This is an optimization exercise on Yosys and OpenROAD, whose aim is small area, not a production implementation. Function was checked by simulation only, so behaviour that the tests miss may differ from the original. No activity file was given, so power comes from the tool's default toggle rates.

==> design/flow/design.v <==
module kt8_core (
    input  wire        clk,
    input  wire        rst,           
    input  wire        start,         
    input  wire [15:0] start_addr,    
    input  wire        suspend,       
    output reg         mem_req,
    output reg         mem_we,
    output reg  [15:0] mem_addr,
    output reg  [7:0]  mem_wdata,
    input  wire [7:0]  mem_rdata,
    input  wire        mem_ready,
    output wire        busy,
    output wire        halted,
    output wire        faulted,
    output wire [2:0]  fault_code,
    output wire        retire,
    output wire [15:0] pc,
    output wire [7:0]  a,
    output wire [7:0]  w,
    output wire [7:0]  x,
    output wire [7:0]  y,
    output wire [7:0]  z,
    output wire [7:0]  sp,
    output wire [7:0]  flags
);
    localparam [15:0] PROG_LO    = 16'h4000;
    localparam [7:0]  HDR_MARK   = 8'h7F;
    localparam [7:0]  STACK_PAGE = 8'h01;     
    localparam [7:0]  SP_TOP     = 8'hFF;
    localparam [7:0]  SP_MIN     = 8'h00;     
    localparam [2:0] F_SEGMENT = 3'd1;
    localparam [2:0] F_HEADER  = 3'd2;
    localparam [2:0] F_ILLEGAL = 3'd3;
    localparam [2:0] F_STACK   = 3'd4;
    localparam [2:0] F_ADDRESS = 3'd5;
    localparam [4:0] S_IDLE  = 5'd0,
                     S_HDR0  = 5'd1,
                     S_HDR1  = 5'd2,
                     S_HDR2  = 5'd3,
                     S_CHECK = 5'd4,
                     S_F0    = 5'd5,
                     S_F1    = 5'd6,
                     S_F2    = 5'd7,
                     S_EXEC  = 5'd8,
                     S_MRD   = 5'd9,
                     S_OPER  = 5'd10,
                     S_MWR   = 5'd11,
                     S_PUSHH = 5'd12,
                     S_PUSHL = 5'd13,
                     S_POPR  = 5'd14,
                     S_POPW  = 5'd15,
                     S_IND0  = 5'd16,
                     S_IND1  = 5'd17;
    localparam [4:0] K_NOP = 5'd0,  K_MOV = 5'd1,  K_LD  = 5'd2,  K_ST  = 5'd3,
                     K_JMP = 5'd4,  K_JMPI= 5'd5,  K_JFN = 5'd6,  K_RET = 5'd7,
                     K_BR  = 5'd8,  K_CLC = 5'd9,  K_SEC = 5'd10, K_CLO = 5'd11,
                     K_PHS = 5'd12, K_POS = 5'd13, K_PHA = 5'd14, K_POA = 5'd15,
                     K_CMP = 5'd16, K_AND = 5'd17, K_ORA = 5'd18, K_XOR = 5'd19,
                     K_ROL = 5'd20, K_ROR = 5'd21, K_BSR = 5'd22, K_BSL = 5'd23,
                     K_ADD = 5'd24, K_SUB = 5'd25, K_INC = 5'd26, K_DEC = 5'd27,
                     K_INR = 5'd28, K_DER = 5'd29;
    localparam [1:0] M_IMP = 2'd0, M_IMM = 2'd1, M_ABS = 2'd2, M_IDX = 2'd3;
    localparam [2:0] R_A = 3'd1, R_W = 3'd2, R_X = 3'd3, R_Y = 3'd4, R_Z = 3'd5;
    reg [4:0]  state;
    reg        st_busy, st_halted, st_faulted;
    reg [2:0]  st_fault;
    reg        retire_r;
    reg [15:0] start_r;
    reg [16:0] end_r;
    reg [15:0] pc_r;
    reg [7:0]  ra, rw, rx, ry, rz, rsp, rfl;
    reg [7:0]  op, a1, a2;
    reg [7:0]  tmp;           
    reg [7:0]  tmp2;          
    reg [7:0]  wbuf;          
    reg        second;        
    assign busy       = st_busy;
    assign halted     = st_halted;
    assign faulted    = st_faulted;
    assign fault_code = st_fault;
    assign retire     = retire_r;
    assign pc         = pc_r;
    assign a          = ra;
    assign w          = rw;
    assign x          = rx;
    assign y          = ry;
    assign z          = rz;
    assign sp         = rsp;
    assign flags      = rfl;
    wire fl_n = rfl[7];
    wire fl_z = rfl[1];
    wire fl_c = rfl[0];
    reg [4:0] kind;
    reg [1:0] mode;
    reg [2:0] rsel;      
    reg       bad_op;
    always @(*) begin
        kind   = K_NOP;
        mode   = M_IMP;
        rsel   = R_A;
        bad_op = 1'b0;
        case (op)
            8'd0:  kind = K_NOP;
            8'd1:  kind = K_MOV;
            8'd2:  begin kind = K_LD;  mode = M_ABS; rsel = R_A; end
            8'd3:  begin kind = K_LD;  mode = M_IDX; rsel = R_A; end
            8'd4:  begin kind = K_LD;  mode = M_IMM; rsel = R_A; end
            8'd5:  begin kind = K_LD;  mode = M_ABS; rsel = R_W; end
            8'd6:  begin kind = K_LD;  mode = M_IDX; rsel = R_W; end
            8'd7:  begin kind = K_LD;  mode = M_IMM; rsel = R_W; end
            8'd8:  begin kind = K_LD;  mode = M_ABS; rsel = R_X; end
            8'd9:  begin kind = K_LD;  mode = M_IDX; rsel = R_X; end
            8'd10: begin kind = K_LD;  mode = M_IMM; rsel = R_X; end
            8'd11: begin kind = K_LD;  mode = M_ABS; rsel = R_Y; end
            8'd12: begin kind = K_LD;  mode = M_IDX; rsel = R_Y; end
            8'd13: begin kind = K_LD;  mode = M_IMM; rsel = R_Y; end
            8'd14: begin kind = K_LD;  mode = M_ABS; rsel = R_Z; end
            8'd15: begin kind = K_LD;  mode = M_IDX; rsel = R_Z; end
            8'd16: begin kind = K_LD;  mode = M_IMM; rsel = R_Z; end
            8'd17: begin kind = K_ST;  mode = M_ABS; rsel = R_A; end
            8'd18: begin kind = K_ST;  mode = M_IDX; rsel = R_A; end
            8'd19: begin kind = K_ST;  mode = M_ABS; rsel = R_W; end
            8'd20: begin kind = K_ST;  mode = M_IDX; rsel = R_W; end
            8'd21: begin kind = K_ST;  mode = M_ABS; rsel = R_X; end
            8'd22: begin kind = K_ST;  mode = M_IDX; rsel = R_X; end
            8'd23: begin kind = K_ST;  mode = M_ABS; rsel = R_Y; end
            8'd24: begin kind = K_ST;  mode = M_IDX; rsel = R_Y; end
            8'd25: begin kind = K_ST;  mode = M_ABS; rsel = R_Z; end
            8'd26: begin kind = K_ST;  mode = M_IDX; rsel = R_Z; end
            8'd27: kind = K_JMP;
            8'd28: kind = K_JMPI;
            8'd29: kind = K_JFN;
            8'd30: kind = K_RET;
            8'd31, 8'd32, 8'd33, 8'd34, 8'd35, 8'd36: kind = K_BR;
            8'd37: kind = K_CLC;
            8'd38: kind = K_SEC;
            8'd39: kind = K_CLO;
            8'd40: kind = K_PHS;
            8'd41: kind = K_POS;
            8'd42: kind = K_PHA;
            8'd43: kind = K_POA;
            8'd44: begin kind = K_CMP; mode = M_ABS; rsel = R_A; end
            8'd45: begin kind = K_CMP; mode = M_IDX; rsel = R_A; end
            8'd46: begin kind = K_CMP; mode = M_IMM; rsel = R_A; end
            8'd47: begin kind = K_CMP; mode = M_ABS; rsel = R_W; end
            8'd48: begin kind = K_CMP; mode = M_IDX; rsel = R_W; end
            8'd49: begin kind = K_CMP; mode = M_IMM; rsel = R_W; end
            8'd50: begin kind = K_CMP; mode = M_ABS; rsel = R_X; end
            8'd51: begin kind = K_CMP; mode = M_IDX; rsel = R_X; end
            8'd52: begin kind = K_CMP; mode = M_IMM; rsel = R_X; end
            8'd53: begin kind = K_AND; mode = M_ABS; end
            8'd54: begin kind = K_AND; mode = M_IDX; end
            8'd55: begin kind = K_AND; mode = M_IMM; end
            8'd56: begin kind = K_ORA; mode = M_ABS; end
            8'd57: begin kind = K_ORA; mode = M_IDX; end
            8'd58: begin kind = K_ORA; mode = M_IMM; end
            8'd59: begin kind = K_XOR; mode = M_ABS; end
            8'd60: begin kind = K_XOR; mode = M_IDX; end
            8'd61: begin kind = K_XOR; mode = M_IMM; end
            8'd62: begin kind = K_ROL; mode = M_ABS; end
            8'd63: begin kind = K_ROL; mode = M_IMP; end
            8'd64: begin kind = K_ROR; mode = M_ABS; end
            8'd65: begin kind = K_ROR; mode = M_IMP; end
            8'd66: kind = K_BSR;
            8'd67: kind = K_BSL;
            8'd69: begin kind = K_ADD; mode = M_ABS; end
            8'd70: begin kind = K_ADD; mode = M_IDX; end
            8'd71: begin kind = K_ADD; mode = M_IMM; end
            8'd72: begin kind = K_SUB; mode = M_ABS; end
            8'd73: begin kind = K_SUB; mode = M_IDX; end
            8'd74: begin kind = K_SUB; mode = M_IMM; end
            8'd75: begin kind = K_INC; mode = M_ABS; end
            8'd76: begin kind = K_INC; mode = M_IDX; end
            8'd77: begin kind = K_DEC; mode = M_ABS; end
            8'd78: begin kind = K_DEC; mode = M_IDX; end
            8'd79: begin kind = K_INR; rsel = R_W; end
            8'd80: begin kind = K_DER; rsel = R_W; end
            8'd81: begin kind = K_INR; rsel = R_X; end
            8'd82: begin kind = K_DER; rsel = R_X; end
            default: bad_op = 1'b1;
        endcase
    end
    wire mov_ok = (a1 >= 8'd1) && (a1 <= 8'd5) && (a2 >= 8'd1) && (a2 <= 8'd5);
    wire illegal = bad_op || (kind == K_MOV && !mov_ok);
    wire [7:0]  idx_lo = a2 + rw;
    wire [15:0] ea     = (mode == M_IDX) ? {8'h00, idx_lo} : {a1, a2};
    function [7:0] reg_rd;
        input [2:0] sel;
        begin
            case (sel)
                R_A:     reg_rd = ra;
                R_W:     reg_rd = rw;
                R_X:     reg_rd = rx;
                R_Y:     reg_rd = ry;
                default: reg_rd = rz;
            endcase
        end
    endfunction
    reg br_taken;
    always @(*) begin
        case (op)
            8'd31:   br_taken = !fl_c;   
            8'd32:   br_taken =  fl_c;   
            8'd33:   br_taken = !fl_z;   
            8'd34:   br_taken =  fl_z;   
            8'd35:   br_taken = !fl_n;   
            default: br_taken =  fl_n;   
        endcase
    end
    wire [15:0] pc_plus3 = pc_r + 16'd3;
    wire [15:0] br_next  = pc_r + {{8{a1[7]}}, a1};
    wire [7:0] opnd = (state == S_OPER) ? tmp : a1;
    wire [7:0] rot_in = (state == S_OPER) ? tmp : ra;    
    wire [8:0] add_sum = {1'b0, ra} + {1'b0, opnd} + {8'd0, fl_c};
    wire       add_v   = (ra[7] == opnd[7]) && (add_sum[7] != ra[7]);
    wire [7:0] nopnd   = ~opnd;
    wire [8:0] sub_sum = {1'b0, ra} + {1'b0, nopnd} + {8'd0, fl_c};
    wire       sub_v   = (ra[7] == nopnd[7]) && (sub_sum[7] != ra[7]);
    wire [7:0] cmp_reg = reg_rd(rsel);
    wire       cmp_lt  = cmp_reg < opnd;
    wire       cmp_eq  = cmp_reg == opnd;
    wire [7:0] rol_r   = {rot_in[6:0], fl_c};
    wire [7:0] ror_r   = {fl_c, rot_in[7:1]};
    wire [7:0] inc_r   = opnd + 8'd1;
    wire [7:0] dec_r   = opnd - 8'd1;
    always @(*) begin
        mem_req   = 1'b0;
        mem_we    = 1'b0;
        mem_addr  = 16'h0000;
        mem_wdata = 8'h00;
        case (state)
            S_HDR0: begin mem_req = 1'b1; mem_addr = start_r; end
            S_HDR1: begin mem_req = (start_r != 16'hFFFF); mem_addr = start_r + 16'd1; end
            S_HDR2: begin mem_req = (start_r < 16'hFFFE);  mem_addr = start_r + 16'd2; end
            S_F0:   begin mem_req = 1'b1; mem_addr = pc_r; end
            S_F1:   begin mem_req = (pc_r != 16'hFFFF); mem_addr = pc_r + 16'd1; end
            S_F2:   begin mem_req = (pc_r < 16'hFFFE);  mem_addr = pc_r + 16'd2; end
            S_MRD:  begin mem_req = 1'b1; mem_addr = ea; end
            S_MWR:  begin mem_req = 1'b1; mem_we = 1'b1; mem_addr = ea; mem_wdata = wbuf; end
            S_PUSHH: begin
                mem_req = (rsp != SP_MIN); mem_we = 1'b1;
                mem_addr = {STACK_PAGE, rsp}; mem_wdata = pc_r[15:8];
            end
            S_PUSHL: begin
                mem_req = (rsp != SP_MIN); mem_we = 1'b1;
                mem_addr = {STACK_PAGE, rsp}; mem_wdata = wbuf;
            end
            S_POPR: begin mem_req = (rsp != SP_TOP); mem_addr = {STACK_PAGE, rsp + 8'd1}; end
            S_POPW: begin mem_req = 1'b1; mem_we = 1'b1; mem_addr = {STACK_PAGE, rsp}; end
            S_IND0: begin mem_req = 1'b1; mem_addr = {a1, a2}; end
            S_IND1: begin mem_req = ({a1, a2} != 16'hFFFF); mem_addr = {a1, a2} + 16'd1; end
            default: ;
        endcase
    end
    wire xfer = mem_req && mem_ready;
    task write_reg;
        input [2:0] sel;
        input [7:0] v;
        begin
            case (sel)
                R_A:     ra <= v;
                R_W:     rw <= v;
                R_X:     rx <= v;
                R_Y:     ry <= v;
                default: rz <= v;
            endcase
        end
    endtask
    task set_nz;
        input [7:0] v;
        begin
            rfl[7] <= v[7];
            rfl[1] <= (v == 8'h00);
        end
    endtask
    task finish;
        input [15:0] next_pc;
        begin
            pc_r     <= next_pc;
            retire_r <= 1'b1;
            state    <= S_CHECK;
        end
    endtask
    task fault;
        input [2:0] code;
        begin
            st_busy    <= 1'b0;
            st_faulted <= 1'b1;
            st_fault   <= code;
            state      <= S_IDLE;
        end
    endtask
    always @(posedge clk) begin
        if (rst) begin
            state      <= S_IDLE;
            st_busy    <= 1'b0;
            st_halted  <= 1'b0;
            st_faulted <= 1'b0;
            st_fault   <= 3'd0;
            retire_r   <= 1'b0;
            start_r    <= 16'h0000;
            end_r      <= 17'd0;
            pc_r       <= 16'h0000;
            ra <= 8'h00; rw <= 8'h00; rx <= 8'h00; ry <= 8'h00; rz <= 8'h00;
            rsp        <= SP_TOP;
            rfl        <= 8'h24;
            op <= 8'h00; a1 <= 8'h00; a2 <= 8'h00;
            tmp <= 8'h00; tmp2 <= 8'h00; wbuf <= 8'h00;
            second     <= 1'b0;
        end else begin
            retire_r <= 1'b0;
            case (state)
                S_IDLE: begin
                    if (start) begin
                        st_busy    <= 1'b1;
                        st_halted  <= 1'b0;
                        st_faulted <= 1'b0;
                        st_fault   <= 3'd0;
                        start_r    <= start_addr;
                        end_r      <= 17'd0;
                        pc_r       <= 16'h0000;
                        ra <= 8'h00; rw <= 8'h00; rx <= 8'h00; ry <= 8'h00; rz <= 8'h00;
                        rsp        <= SP_TOP;
                        rfl        <= 8'h24;
                        if (start_addr < PROG_LO) begin
                            st_busy    <= 1'b0;
                            st_faulted <= 1'b1;
                            st_fault   <= F_SEGMENT;
                        end else begin
                            state <= S_HDR0;
                        end
                    end
                end
                S_HDR0: if (xfer) begin tmp <= mem_rdata; state <= S_HDR1; end
                S_HDR1: begin
                    if (start_r == 16'hFFFF) fault(F_ADDRESS);
                    else if (xfer) begin tmp2 <= mem_rdata; state <= S_HDR2; end
                end
                S_HDR2: begin
                    if (start_r >= 16'hFFFE) fault(F_ADDRESS);
                    else if (xfer) begin
                        if (tmp != HDR_MARK) fault(F_HEADER);
                        else begin
                            end_r <= {1'b0, start_r} + 17'd3 + {1'b0, tmp2, mem_rdata};
                            pc_r  <= start_r + 16'd3;
                            state <= S_CHECK;
                        end
                    end
                end
                S_CHECK: begin
                    if ({1'b0, pc_r} >= end_r) begin
                        st_busy   <= 1'b0;
                        st_halted <= 1'b1;
                        state     <= S_IDLE;
                    end else if (!suspend) begin
                        state <= S_F0;
                    end
                end
                S_F0: if (xfer) begin op <= mem_rdata; state <= S_F1; end
                S_F1: begin
                    if (pc_r == 16'hFFFF) fault(F_ADDRESS);
                    else if (xfer) begin a1 <= mem_rdata; state <= S_F2; end
                end
                S_F2: begin
                    if (pc_r >= 16'hFFFE) fault(F_ADDRESS);
                    else if (xfer) begin a2 <= mem_rdata; state <= S_EXEC; end
                end
                S_EXEC: begin
                    second <= 1'b0;
                    if (illegal) begin
                        fault(F_ILLEGAL);
                    end else if (mode == M_ABS || mode == M_IDX) begin
                        if (kind == K_ST) begin
                            wbuf  <= reg_rd(rsel);
                            state <= S_MWR;
                        end else begin
                            state <= S_MRD;
                        end
                    end else begin
                        case (kind)
                            K_NOP: finish(pc_plus3);
                            K_MOV: begin
                                write_reg(a2[2:0], reg_rd(a1[2:0]));
                                set_nz(reg_rd(a1[2:0]));
                                finish(pc_plus3);
                            end
                            K_LD: begin
                                write_reg(rsel, a1);
                                set_nz(a1);
                                finish(pc_plus3);
                            end
                            K_JMP:  finish({a1, a2} + 16'd3);
                            K_JMPI: state <= S_IND0;
                            K_JFN:  state <= S_PUSHH;
                            K_RET:  state <= S_POPR;
                            K_BR:   finish(br_taken ? br_next : pc_plus3);
                            K_CLC:  begin rfl[0] <= 1'b0; finish(pc_plus3); end
                            K_SEC:  begin rfl[0] <= 1'b1; finish(pc_plus3); end
                            K_CLO:  begin rfl[6] <= 1'b0; finish(pc_plus3); end
                            K_PHS:  begin wbuf <= rfl; state <= S_PUSHL; end
                            K_PHA:  begin wbuf <= ra;  state <= S_PUSHL; end
                            K_POS, K_POA: state <= S_POPR;
                            K_CMP: begin
                                rfl[0] <= !cmp_lt;
                                rfl[1] <= cmp_eq;
                                rfl[7] <= cmp_lt;
                                finish(pc_plus3);
                            end
                            K_AND: begin ra <= ra & opnd; set_nz(ra & opnd); finish(pc_plus3); end
                            K_ORA: begin ra <= ra | opnd; set_nz(ra | opnd); finish(pc_plus3); end
                            K_XOR: begin ra <= ra ^ opnd; set_nz(ra ^ opnd); finish(pc_plus3); end
                            K_ROL: begin
                                ra <= rol_r; rfl[0] <= ra[7]; set_nz(rol_r);
                                finish(pc_plus3);
                            end
                            K_ROR: begin
                                ra <= ror_r; rfl[0] <= ra[0]; set_nz(ror_r);
                                finish(pc_plus3);
                            end
                            K_BSR: begin
                                ra <= {1'b0, ra[7:1]}; rfl[0] <= ra[0]; rfl[7] <= 1'b0;
                                finish(pc_plus3);
                            end
                            K_BSL: begin
                                ra <= {ra[6:0], 1'b0}; rfl[0] <= ra[7]; rfl[7] <= ra[6];
                                finish(pc_plus3);
                            end
                            K_ADD: begin
                                ra <= add_sum[7:0]; rfl[0] <= add_sum[8]; rfl[6] <= add_v;
                                set_nz(add_sum[7:0]);
                                finish(pc_plus3);
                            end
                            K_SUB: begin
                                ra <= sub_sum[7:0]; rfl[0] <= sub_sum[8]; rfl[6] <= sub_v;
                                set_nz(sub_sum[7:0]);
                                finish(pc_plus3);
                            end
                            K_INR: begin
                                write_reg(rsel, reg_rd(rsel) + 8'd1);
                                set_nz(reg_rd(rsel) + 8'd1);
                                finish(pc_plus3);
                            end
                            K_DER: begin
                                write_reg(rsel, reg_rd(rsel) - 8'd1);
                                set_nz(reg_rd(rsel) - 8'd1);
                                finish(pc_plus3);
                            end
                            default: finish(pc_plus3);
                        endcase
                    end
                end
                S_MRD: if (xfer) begin tmp <= mem_rdata; state <= S_OPER; end
                S_OPER: begin
                    case (kind)
                        K_LD: begin
                            write_reg(rsel, tmp); set_nz(tmp); finish(pc_plus3);
                        end
                        K_CMP: begin
                            rfl[0] <= !cmp_lt;
                            rfl[1] <= cmp_eq;
                            rfl[7] <= cmp_lt;
                            finish(pc_plus3);
                        end
                        K_AND: begin ra <= ra & opnd; set_nz(ra & opnd); finish(pc_plus3); end
                        K_ORA: begin ra <= ra | opnd; set_nz(ra | opnd); finish(pc_plus3); end
                        K_XOR: begin ra <= ra ^ opnd; set_nz(ra ^ opnd); finish(pc_plus3); end
                        K_ADD: begin
                            ra <= add_sum[7:0]; rfl[0] <= add_sum[8]; rfl[6] <= add_v;
                            set_nz(add_sum[7:0]);
                            finish(pc_plus3);
                        end
                        K_SUB: begin
                            ra <= sub_sum[7:0]; rfl[0] <= sub_sum[8]; rfl[6] <= sub_v;
                            set_nz(sub_sum[7:0]);
                            finish(pc_plus3);
                        end
                        K_ROL: begin
                            wbuf <= rol_r; rfl[0] <= tmp[7]; rfl[7] <= rol_r[7];
                            state <= S_MWR;
                        end
                        K_ROR: begin
                            wbuf <= ror_r; rfl[0] <= tmp[0]; rfl[7] <= ror_r[7];
                            state <= S_MWR;
                        end
                        K_INC: begin wbuf <= inc_r; set_nz(inc_r); state <= S_MWR; end
                        default: begin wbuf <= dec_r; set_nz(dec_r); state <= S_MWR; end   
                    endcase
                end
                S_MWR: if (xfer) finish(pc_plus3);
                S_PUSHH: begin
                    if (rsp == SP_MIN) fault(F_STACK);
                    else if (xfer) begin
                        rsp   <= rsp - 8'd1;
                        wbuf  <= pc_r[7:0];
                        state <= S_PUSHL;
                    end
                end
                S_PUSHL: begin
                    if (rsp == SP_MIN) fault(F_STACK);
                    else if (xfer) begin
                        rsp <= rsp - 8'd1;
                        if (kind == K_JFN) finish({a1, a2} + 16'd3);
                        else               finish(pc_plus3);
                    end
                end
                S_POPR: begin
                    if (rsp == SP_TOP) fault(F_STACK);
                    else if (xfer) begin
                        rsp   <= rsp + 8'd1;
                        tmp   <= mem_rdata;
                        state <= S_POPW;
                    end
                end
                S_POPW: begin
                    if (xfer) begin
                        case (kind)
                            K_POA: begin ra <= tmp; set_nz(tmp); finish(pc_plus3); end
                            K_POS: begin rfl <= tmp | 8'h20; finish(pc_plus3); end
                            default: begin   
                                if (!second) begin
                                    tmp2   <= tmp;
                                    second <= 1'b1;
                                    state  <= S_POPR;
                                end else begin
                                    finish({tmp, tmp2} + 16'd3);
                                end
                            end
                        endcase
                    end
                end
                S_IND0: if (xfer) begin tmp <= mem_rdata; state <= S_IND1; end
                S_IND1: begin
                    if ({a1, a2} == 16'hFFFF) fault(F_ADDRESS);
                    else if (xfer) finish({tmp, mem_rdata} + 16'd3);
                end
                default: state <= S_IDLE;
            endcase
        end
    end
endmodule
==> design/flow/run.sh <==
#!/bin/bash
# synth_recipe.tcl (not shown) runs the flow's synth.tcl, then flattens the netlist and writes it again
# the make line also repeats each setting of config.mk as NAME=value (left out here)
make -C /OpenROAD-flow-scripts/flow DESIGN_CONFIG=/design/flow/config.mk WORK_HOME=/design/flow/orfs CLKGATE_MAP_FILE= SYNTH_SCRIPT=/design/flow/synth_recipe.tcl finish
==> design/flow/config.mk <==
export PLATFORM = sky130hd
export DESIGN_NAME = kt8_core
export DESIGN_NICKNAME = kt8_core
export VERILOG_FILES = /design/flow/design.v
export SDC_FILE = /design/flow/constraint.sdc
export NUM_CORES = 4
export LEC_CHECK = 0
export CAP_MARGIN = 20
export CORE_MARGIN = 2
export CORE_UTILIZATION = 40
export SLEW_MARGIN = 20
==> design/flow/constraint.sdc <==
create_clock -name core_clock -period 10.0 [get_ports {clk}]
set_input_delay 2.0000 -clock core_clock [delete_from_list [all_inputs] [get_ports {clk}]]
set_output_delay 2.0000 -clock core_clock [all_outputs]
set_load 0.01 [all_outputs]
==> results.yml <==
yosys:
  synth-edff-count: 0
  synth_area_sq_mm: 0.0202
  synth_cell_types: 106
  synth_ff_type: "dfxtp_1"
  synth_common_cells: "nor2_1, nand2_1, a21oi_1"
  synth-seq-cells: 176
  ys_seq_area_share_pct: 17.5
  synth-async-reset-ratio_pct: 0
  synthCells: 2870
  synth_area_leaders: "dfxtp_1, ha_1, a21oi_1"
  synth_nets: 3026
  synth_warnings: 1
  synth_top_area_share_pct: 17.5
  synth.most_common_cell: "nor2_1"
  yosysTopAreaCell: "dfxtp_1"
  avgSynthCellArea_sq_um: 7.03
global_routing:
  gr-usage-all-layers_pct: 37.4
  grt_max_degree: 74
  antenna_found_initial: 4
  grt_pass1_wl_mm: 149
  grt-ovfl-total: 0
  grt_pass1_vias: 22000
run:
  maxCapViolCount: 0
final_layout:
  fin_area_sq_mm: 0.0226
  fin_util_pct: 45.1
  drive_gt1_share_pct: 6.47
  syn2layout_area_growth_pct: 11.8
  diodes: 0
  nNetsFinal: 3034
setup_path:
  critPathCaptureType: "primary output"
  critical_path_arrival_ns: 4.90
  worstPathMaxFanout: 21
  worstPathRequired_ns: 8.00
  critical_path_class: "reg -> out"
  setup.worst_path.start: "state[3]"
  rr_startpoint: "state[3]"
  r2r_setup_slack_ns: 4.36
  cp-start-kind: "flip-flop"
drt:
  drc_errors: 0
  drt_iter0_drc: 3339
  vias_per_cell: 6.81
  drtPass1Iterations: 8
  wl_per_cell_um: 28.4
  vias: 24300
  wirelength_mm: 101
  antenna_left: 0
sta:
  slew_headroom_pct: 24.3
  worst_pin_slew_ns: 1.13
  setup_tns_ns: 0
  post-route-period-util_pct: 69.0
  grt_setup_unrepaired: "false"
  max_freq_mhz: 145
  fin_hold_ws_ns: 0.460
  fin_skew_ns: 0.0273
  final-setup-viol-count: 0
  min_period_ns: 6.90
  hold_viol_final: 0
  slew_violations: 0
clock_network:
  post_cts_buffers: 0
  cts_tree: "done"
  cts_buffers: 17
  cts_buffer_depth: 2
  root_buffer: "clkbuf_16"
  cts_resized: 0
  htreeDepth: 4
  cts.sinks: 176
  clock_latency_ns: 0.53
  ctsHoldBuffers: 0
  clk_pin_slew_worst_paths_ns: 0.08
floorplanning:
  die_w_um: 229
  std_cell_rows: 82
  ioPinCount: 134
  start_util_pct: 40.4
  die_y_um: 229
  coreArea_sq_mm: 0.0500
  die-area_sq_mm: 0.0522
placement:
  dpl.hpwl_mm: 75.1
  gp_congestion: 1.00
  port_buffers: 132
  post_dp_cell_area_sq_mm: 0.0220
power:
  power_switching_share_pct: 50.0
  p_switching_mw: 1.96
  p_int_mw: 1.95
  cellPowerDensity_mw_per_mm2: 173
  ir_drop_mv: 0.142
  leakagePower_nw: 8.32
  combinationalPowerShare_pct: 55.5
  sequentialPowerShare_pct: 26.4
  p_clk_share_pct: 18.0
hold_path:
  hold_start: "end_r[1]"
  hp-class: "reg -> reg"
status:
  status: "timing/DRC/antenna clean"
[logic make-up (layout without fill, tap and decap cells)]
kind of cell               Yosys count  after routing  synth area share, %
xor gates and xnor gates           167            167                 7.25
muxes                               64             64                 3.26
adders and majority gates          127            127                 8.07
DFF                                176            176                 17.5
and+or+nand+nor                   1070           1070                 25.6
buffers and inverters              329            349                 6.81
other                                1              1               0.0186
AOI/OAI and AO/OA                  936            936                 31.5
[metrics by stage]
step                std cells  power, mW  setup slack [ns]
floorplan                2870       2.31              5.16
global route             3562       4.10              2.87
detailed placement       3528       3.12              3.77
global placement         3528       3.11              3.46
CTS                      3559       3.83              3.19
finish                   3562       3.91              3.10
[final timing paths]
path | endpoint | cells after the start
max reg2reg | ra[4] | 18
min reg2reg | end_r[1] | 2
min | end_r[1] | 2
max | mem_addr[7] | 14
[routing by layer]
layer,wire length (um),up-vias,global-route usage [%],share of wire [%]
met5,0,-,0,0
met4,4470,0,15.8,4.4
met3,12400,284,8.81,12
met2,41500,1677,54.2,41
met1,42800,11600,52.7,42
li1,-,10600,-,-
[cell usage in the layout (no fill, tap or decap), types with 69 or more instances in the layout]
master	synthesis	layout
xnor2_1	98	98
xor2_1	69	69
nor3_1	71	70
o21ai_0	151	151
nand3_1	117	117
nor2_1	310	307
clkdlybuf4s50_1	0	131
a21oi_1	256	255
buf_4	15	83
inv_1	97	97
dfxtp_1	176	176
ha_1	122	122
nand2_1	287	287
[registers in the layout, summed over array words and instances (netlist names), 3 cells and up, named ones only]
register / flops
state: 5
a1: 8
start_r: 16
st_fault: 3
a2: 8
rsp: 8
op: 8
rw: 8
end_r: 17
ry: 8
tmp: 8
rfl: 7
ra: 8
wbuf: 8
rx: 8
rz: 8
pc_r: 16
tmp2: 8
[worst max-delay path, cell delays in order (launching register included)]
cell and delay, ns:
dfxtp_1 0.57, nor3b_4 0.86, nand3_1 0.68, nor2_1 0.25
a21oi_1 0.10, inv_1 0.09, ha_1 0.19, nor2b_1 0.34
nand4_1 0.17, xnor2_1 0.18, nor2_1 0.05, a21oi_1 0.13
a21oi_1 0.08, o221ai_1 0.11, clkdlybuf4s50_1 0.58
[power groups by stage]
stage / Sequential, mW / Clock, mW / Combinational (mW)
finish: 1.03 / 0.706 / 2.17
detailed placement: 1.04 / 0 / 2.08
global route: 1.04 / 0.737 / 2.32
global placement: 1.04 / 0 / 2.07
floorplan: 0.946 / 0 / 1.36
CTS: 1.02 / 0.716 / 2.10
[layout make-up]
class / instances / area, sq um
clock buffers: 17 / 425
clock inverters: 14 / 145
fillers: 5245 / 27400
inverters: 104 / 390
multi-input cells: 2365 / 15300
flip-flops and latches: 176 / 3520
well taps: 672 / 841
repair buffers: 214 / 1930

==> re-timing with driven ports <==
How much do the figures lean on ideal ports? The routed layout below was timed once more, with nothing changed but the port constraints. Step 1, drivers: a clkbuf_16 drives clk and a buf_2 each remaining input, both assumed. Step 2 also shifts input and output timing later by t, the mid clock arrival at the registers, as if the neighbouring blocks saw the same clock. a / b / c = no drivers / after step 1 / after step 2; a / b = the first two.
t (ns): 0.567
setup WS [ns]: 3.095 / 3.041 / 3.607
hold WS [ns]: 0.460 / 0.460 / 0.460
slew at the worst register clock pin (ns): 0.10 / 0.10
pins driven straight from the clock port: 1
After both steps this run still meets setup and hold. For this run, drivers alone change the setup slack by -0.054 ns; drivers and shift together by +0.512 ns.
